Background: an optimization exercise with open tools, aiming at small area, a short achievable clock period and few clock cycles. Do not read the settings as production practice.
RTL that was checked went through simulation tests only; none was proved equivalent to the original.

== alpha ==
==> flow/design.v <==
module apx_fld #(parameter N = 32) (
    input  wire [2:0]   a,       
    input  wire [2:0]   base,    
    input  wire [5:0]   w,
    input  wire         lsb,
    input  wire [3:0]   cnt,
    input  wire         wr,      
    input  wire [7:0]   din,     
    output wire [N-1:0] en,      
    output wire [N-1:0] we,      
    output wire [7:0]   rot
);
    function gtc;
        input [6:0] x;
        input [6:0] c;
        integer i;
        reg r, eq;
        begin
            r  = 1'b0;
            eq = 1'b1;
            for (i = 6; i >= 0; i = i - 1) begin
                if (!c[i]) r = r | (eq & x[i]);
                eq = eq & (x[i] == c[i]);
            end
            gtc = r;
        end
    endfunction
    wire [4:0] d    = {1'b0, cnt} - {2'b0, base};
    wire [7:0]  dsel = lsb ? {din[0], din[1], din[2], din[3], din[4], din[5], din[6], din[7]} : din;
    wire [15:0] dd   = {dsel, dsel} >> a;
    assign rot = dd[7:0];
    wire [5:0] dh;       
    assign dh[0] = lsb ? (d == 5'd0) : (d == 5'd0);
    assign dh[1] = lsb ? (d == 5'd1) : (d == 5'd31);
    assign dh[2] = lsb ? (d == 5'd2) : (d == 5'd30);
    assign dh[3] = lsb ? (d == 5'd3) : (d == 5'd29);
    assign dh[4] = lsb ? (d == 5'd4) : (d == 5'd28);
    assign dh[5] = 1'b0;
    wire [5:0] dw = dh & {6{wr}};
    genvar k;
    generate
        for (k = 0; k < N; k = k + 1) begin : g_en
            wire cy = gtc({4'd0, a}, 7 - (k % 8));
            wire wm = gtc({1'b0, w}, k);
            assign en[k] = wm && (cy ? dh[k / 8 + 1] : dh[k / 8]);
            assign we[k] = wm && (cy ? dw[k / 8 + 1] : dw[k / 8]);
        end
    endgenerate
endmodule
module apx_readout (
    input  wire        clk,
    input  wire        rst,             
    input  wire        cfg_has_start,
    input  wire [7:0]  cfg_start,
    input  wire        cfg_has_end,
    input  wire [7:0]  cfg_end,
    input  wire [3:0]  cfg_payload_len,  
    input  wire        cfg_lsb,          
    input  wire [5:0]  cfg_col_off,
    input  wire [5:0]  cfg_col_w,
    input  wire [5:0]  cfg_row_off,
    input  wire [5:0]  cfg_row_w,
    input  wire [5:0]  cfg_toa_off,
    input  wire [5:0]  cfg_toa_w,
    input  wire [5:0]  cfg_tot_off,
    input  wire [5:0]  cfg_tot_w,
    input  wire        in_valid,
    input  wire [7:0]  in_data,
    output wire        in_ready,
    output wire        hit_valid,
    input  wire        hit_ready,
    output wire [5:0]  hit_col,
    output wire [5:0]  hit_row,
    output wire [31:0] hit_toa,
    output wire [31:0] hit_tot,
    output reg  [15:0] sync_loss_count,
    output reg  [15:0] err_count,
    output reg  [2:0]  last_cause
);
    localparam N_COL = 35;
    localparam N_ROW = 35;
    reg        t_has_start, t_has_end, t_lsb;
    reg [3:0]  t_last;                        
    reg [2:0]  t_col_a, t_row_a, t_toa_a, t_tot_a;
    reg [2:0]  t_col_b, t_row_b, t_toa_b, t_tot_b;
    reg        t_col_hany, t_row_hany;
    reg [5:0]  t_col_hlo, t_col_hhi, t_row_hlo, t_row_hhi;
    function [12:0] hi_tab;      
        input [5:0] off;
        input [5:0] w;
        input       lsb;
        reg   [6:0] e;
        begin
            e = {1'b0, off} + {1'b0, w} - 7'd1;
            hi_tab[12]  = (w > 6'd6);
            hi_tab[11:6] = off + {3'd0, lsb, lsb, 1'b0};
            hi_tab[5:0]  = e[5:0] - {3'd0, !lsb, !lsb, 1'b0};
        end
    endfunction
    function [5:0] fld_tab;      
        input [5:0] off;
        input [5:0] w;
        input       lsb;
        reg   [6:0] e;
        begin
            e = {1'b0, off} + {1'b0, w} - 7'd1;
            fld_tab[5:3] = lsb ? off[2:0] : ~e[2:0];
            fld_tab[2:0] = lsb ? off[5:3] : e[5:3];
        end
    endfunction
    always @(posedge clk) begin
        t_has_start <= cfg_has_start;
        t_has_end   <= cfg_has_end;
        t_lsb       <= cfg_lsb;
        t_last      <= cfg_payload_len + {3'd0, cfg_has_end} - 4'd1;
        {t_col_a, t_col_b} <= fld_tab(cfg_col_off, cfg_col_w, cfg_lsb);
        {t_col_hany, t_col_hlo, t_col_hhi} <= hi_tab(cfg_col_off, cfg_col_w, cfg_lsb);
        {t_row_hany, t_row_hlo, t_row_hhi} <= hi_tab(cfg_row_off, cfg_row_w, cfg_lsb);
        {t_row_a, t_row_b} <= fld_tab(cfg_row_off, cfg_row_w, cfg_lsb);
        {t_toa_a, t_toa_b} <= fld_tab(cfg_toa_off, cfg_toa_w, cfg_lsb);
        {t_tot_a, t_tot_b} <= fld_tab(cfg_tot_off, cfg_tot_w, cfg_lsb);
    end
    reg        reading;         
    reg        skipping;        
    reg [3:0]  cnt;             
    reg        rec_valid;       
    reg [31:0] toa_r, tot_r;
    reg [5:0]  col_r, row_r;
    reg        col_hi, row_hi;  
    wire       take     = reading || !t_has_start;
    wire       is_start = (in_data == cfg_start);
    wire       last     = (cnt == t_last);
    wire       first    = (cnt == 4'd0);
    assign in_ready  = !rec_valid || !take;
    assign hit_valid = rec_valid;
    wire accept = in_valid && in_ready;
    wire wr     = accept && take;
    wire [31:0] toa_en, tot_en, toa_we, tot_we;
    wire [5:0]  col_en, row_en, col_we, row_we;
    wire [7:0]  toa_rot, tot_rot, col_rot, row_rot;
    apx_fld u_toa (.a(t_toa_a), .base(t_toa_b), .w(cfg_toa_w), .lsb(t_lsb), .cnt(cnt), .wr(wr),
                   .din(in_data), .en(toa_en), .we(toa_we), .rot(toa_rot));
    apx_fld u_tot (.a(t_tot_a), .base(t_tot_b), .w(cfg_tot_w), .lsb(t_lsb), .cnt(cnt), .wr(wr),
                   .din(in_data), .en(tot_en), .we(tot_we), .rot(tot_rot));
    apx_fld #(.N(6)) u_col (.a(t_col_a), .base(t_col_b), .w(cfg_col_w), .lsb(t_lsb), .cnt(cnt), .wr(wr),
                   .din(in_data), .en(col_en), .we(col_we), .rot(col_rot));
    apx_fld #(.N(6)) u_row (.a(t_row_a), .base(t_row_b), .w(cfg_row_w), .lsb(t_lsb), .cnt(cnt), .wr(wr),
                   .din(in_data), .en(row_en), .we(row_we), .rot(row_rot));
    reg [5:0] col_n, row_n;
    integer i;
    always @(*) begin
        for (i = 0; i < 6; i = i + 1) begin
            col_n[i] = col_en[i] ? col_rot[i] : col_r[i];
            row_n[i] = row_en[i] ? row_rot[i] : row_r[i];
        end
    end
    function [7:0] byte_mask;
        input [3:0] j;
        input [5:0] lo;
        input [5:0] hi;
        reg   [7:0] ge, le;
        begin
            ge = (j > {1'b0, lo[5:3]}) ? 8'hFF : (j == {1'b0, lo[5:3]}) ? (8'hFF << lo[2:0]) : 8'h00;
            le = (j < {1'b0, hi[5:3]}) ? 8'hFF : (j == {1'b0, hi[5:3]}) ? (8'hFF >> ~hi[2:0]) : 8'h00;
            byte_mask = ge & le;
        end
    endfunction
    wire [7:0] sb = {in_data[0], in_data[1], in_data[2], in_data[3],
                     in_data[4], in_data[5], in_data[6], in_data[7]};
    wire col_hb = t_col_hany && |(sb & byte_mask(cnt, t_col_hlo, t_col_hhi));
    wire row_hb = t_row_hany && |(sb & byte_mask(cnt, t_row_hlo, t_row_hhi));
    wire col_hi_n = (col_hi && !first) || col_hb;
    wire row_hi_n = (row_hi && !first) || row_hb;
    wire bad_end = t_has_end && (in_data != cfg_end);
    wire bad_col = col_hi_n || (col_n >= N_COL);
    wire bad_row = row_hi_n || (row_n >= N_ROW);
    wire bad     = bad_end || bad_col || bad_row;
    wire [2:0] cause = bad_end ? 3'd1 : bad_col ? 3'd3 : 3'd4;
    wire emit      = wr && last;
    wire push      = emit && !bad;
    wire dec_error = emit && bad;
    wire sync_loss = accept && !take && !is_start && !skipping;
    wire pop       = rec_valid && hit_ready;
    always @(posedge clk) begin
        if (rst) begin
            reading         <= 1'b0;
            skipping        <= 1'b0;
            cnt             <= 4'd0;
            rec_valid       <= 1'b0;
            sync_loss_count <= 16'd0;
            err_count       <= 16'd0;
            last_cause      <= 3'd0;
        end else begin
            if (accept) begin
                if (take) begin
                    if (last) begin
                        reading <= 1'b0;
                        cnt     <= 4'd0;
                    end else begin
                        reading <= 1'b1;
                        cnt     <= cnt + 4'd1;
                    end
                end else if (is_start) begin
                    reading <= 1'b1;
                    cnt     <= 4'd0;
                end
            end
            if (push)
                rec_valid <= 1'b1;
            else if (pop)
                rec_valid <= 1'b0;
            if (accept) begin
                if (take) begin
                    if (last)
                        skipping <= 1'b0;
                end else if (is_start) begin
                    skipping <= 1'b0;
                end else begin
                    skipping <= 1'b1;
                end
            end
            if (sync_loss && sync_loss_count != 16'hFFFF)
                sync_loss_count <= sync_loss_count + 16'd1;
            if (dec_error)
                last_cause <= cause;
            if (dec_error && err_count != 16'hFFFF)
                err_count <= err_count + 16'd1;
        end
    end
    always @(posedge clk) begin
        for (i = 0; i < 32; i = i + 1) begin
            if (rst || toa_we[i])
                toa_r[i] <= toa_rot[i % 8] && !rst;
            if (rst || tot_we[i])
                tot_r[i] <= tot_rot[i % 8] && !rst;
        end
        for (i = 0; i < 6; i = i + 1) begin
            if (rst || col_we[i])
                col_r[i] <= col_rot[i] && !rst;
            if (rst || row_we[i])
                row_r[i] <= row_rot[i] && !rst;
        end
        if (wr) begin
            col_hi <= col_hi_n;
            row_hi <= row_hi_n;
        end
    end
    assign hit_col = col_r;
    assign hit_row = row_r;
    assign hit_toa = toa_r;
    assign hit_tot = tot_r;
endmodule
clock: 10.0 ns
lec_check: 0
abc_area: 1
cap_margin: 20
core_margin: 2
core_utilization: 50
cts_buf_list: sky130_fd_sc_hd__clkbuf_4 sky130_fd_sc_hd__clkbuf_8
slew_margin: 20
standard.sh (not shown) runs the stock make flow with config.mk's settings and CLKGATE_MAP_FILE= SYNTH_SCRIPT=/design/flow/synth_recipe.tcl, a recipe that flattens the netlist after the stock synthesis.
==> flow/flow/run.sh <==
#!/bin/bash
# The standard layout, with plain buf_1 cells as the port buffers in
# place of the delay buffers buffer_ports picks by default, and timing
# repair aimed at a setup slack of 6.2 ns at the 10 ns clock.
set -euo pipefail
export BUFFER_PORTS_ARGS="-buffer_cell sky130_fd_sc_hd__buf_1"
export SETUP_SLACK_MARGIN=6.2
bash standard.sh > standard.log 2>&1
Having completed the whole flow, alpha delivered a layout that passed the timing, design-rule and antenna checks.
Testbench counts of alpha, summed over its fixed seeds: cycles 43,825.
Changes in beta relative to alpha:
--- a/flow/design.v
+++ b/flow/design.v
@@ -29,7 +29,7 @@
     wire [7:0]  dsel = lsb ? {din[0], din[1], din[2], din[3], din[4], din[5], din[6], din[7]} : din;
     wire [15:0] dd   = {dsel, dsel} >> a;
     assign rot = dd[7:0];
-    wire [5:0] dh;       
+    wire [5:0] dh;
     assign dh[0] = lsb ? (d == 5'd0) : (d == 5'd0);
     assign dh[1] = lsb ? (d == 5'd1) : (d == 5'd31);
     assign dh[2] = lsb ? (d == 5'd2) : (d == 5'd30);
[summary]
- Final area came out exactly the same in beta and alpha.
- As far as met2 routing resource usage after global routing goes, alpha and beta are indistinguishable; the numbers are identical.
- Changes observed in beta relative to alpha: global-route usage over all layers has remained practically unchanged; post-synthesis instance area neither gained nor lost much; utilization essentially unchanged; number of fill cells held; multi-input combinational gate total comparable.
The RTL of beta was laid out without a check of its function.

-- what the ideal ports hide --
Ports are ideal in the flow. The routed layouts listed here were re-timed in OpenROAD.
Step 1 assumes that a clkbuf_16 drives the clock port and a buf_2 every other input.
Step 2 moves the port delays by t, midway between the first and last clock arrival at a register: inputs arrive t later, outputs are due t later. That takes back most of the time a late clock gives input paths.
Three values: no drivers, after step 1, after step 2; two values: the first two.
run | t (ns) | slack for setup (ns) | worst setup path after step 2 | worst slew at a driven data input, ns
alpha | 0.503 | 6.270 / 6.293 / 5.790 | input to register | 0.09
beta | 0.503 | 6.270 / 6.293 / 5.790 | input to register | 0.09
After both steps every run listed still meets setup and hold.
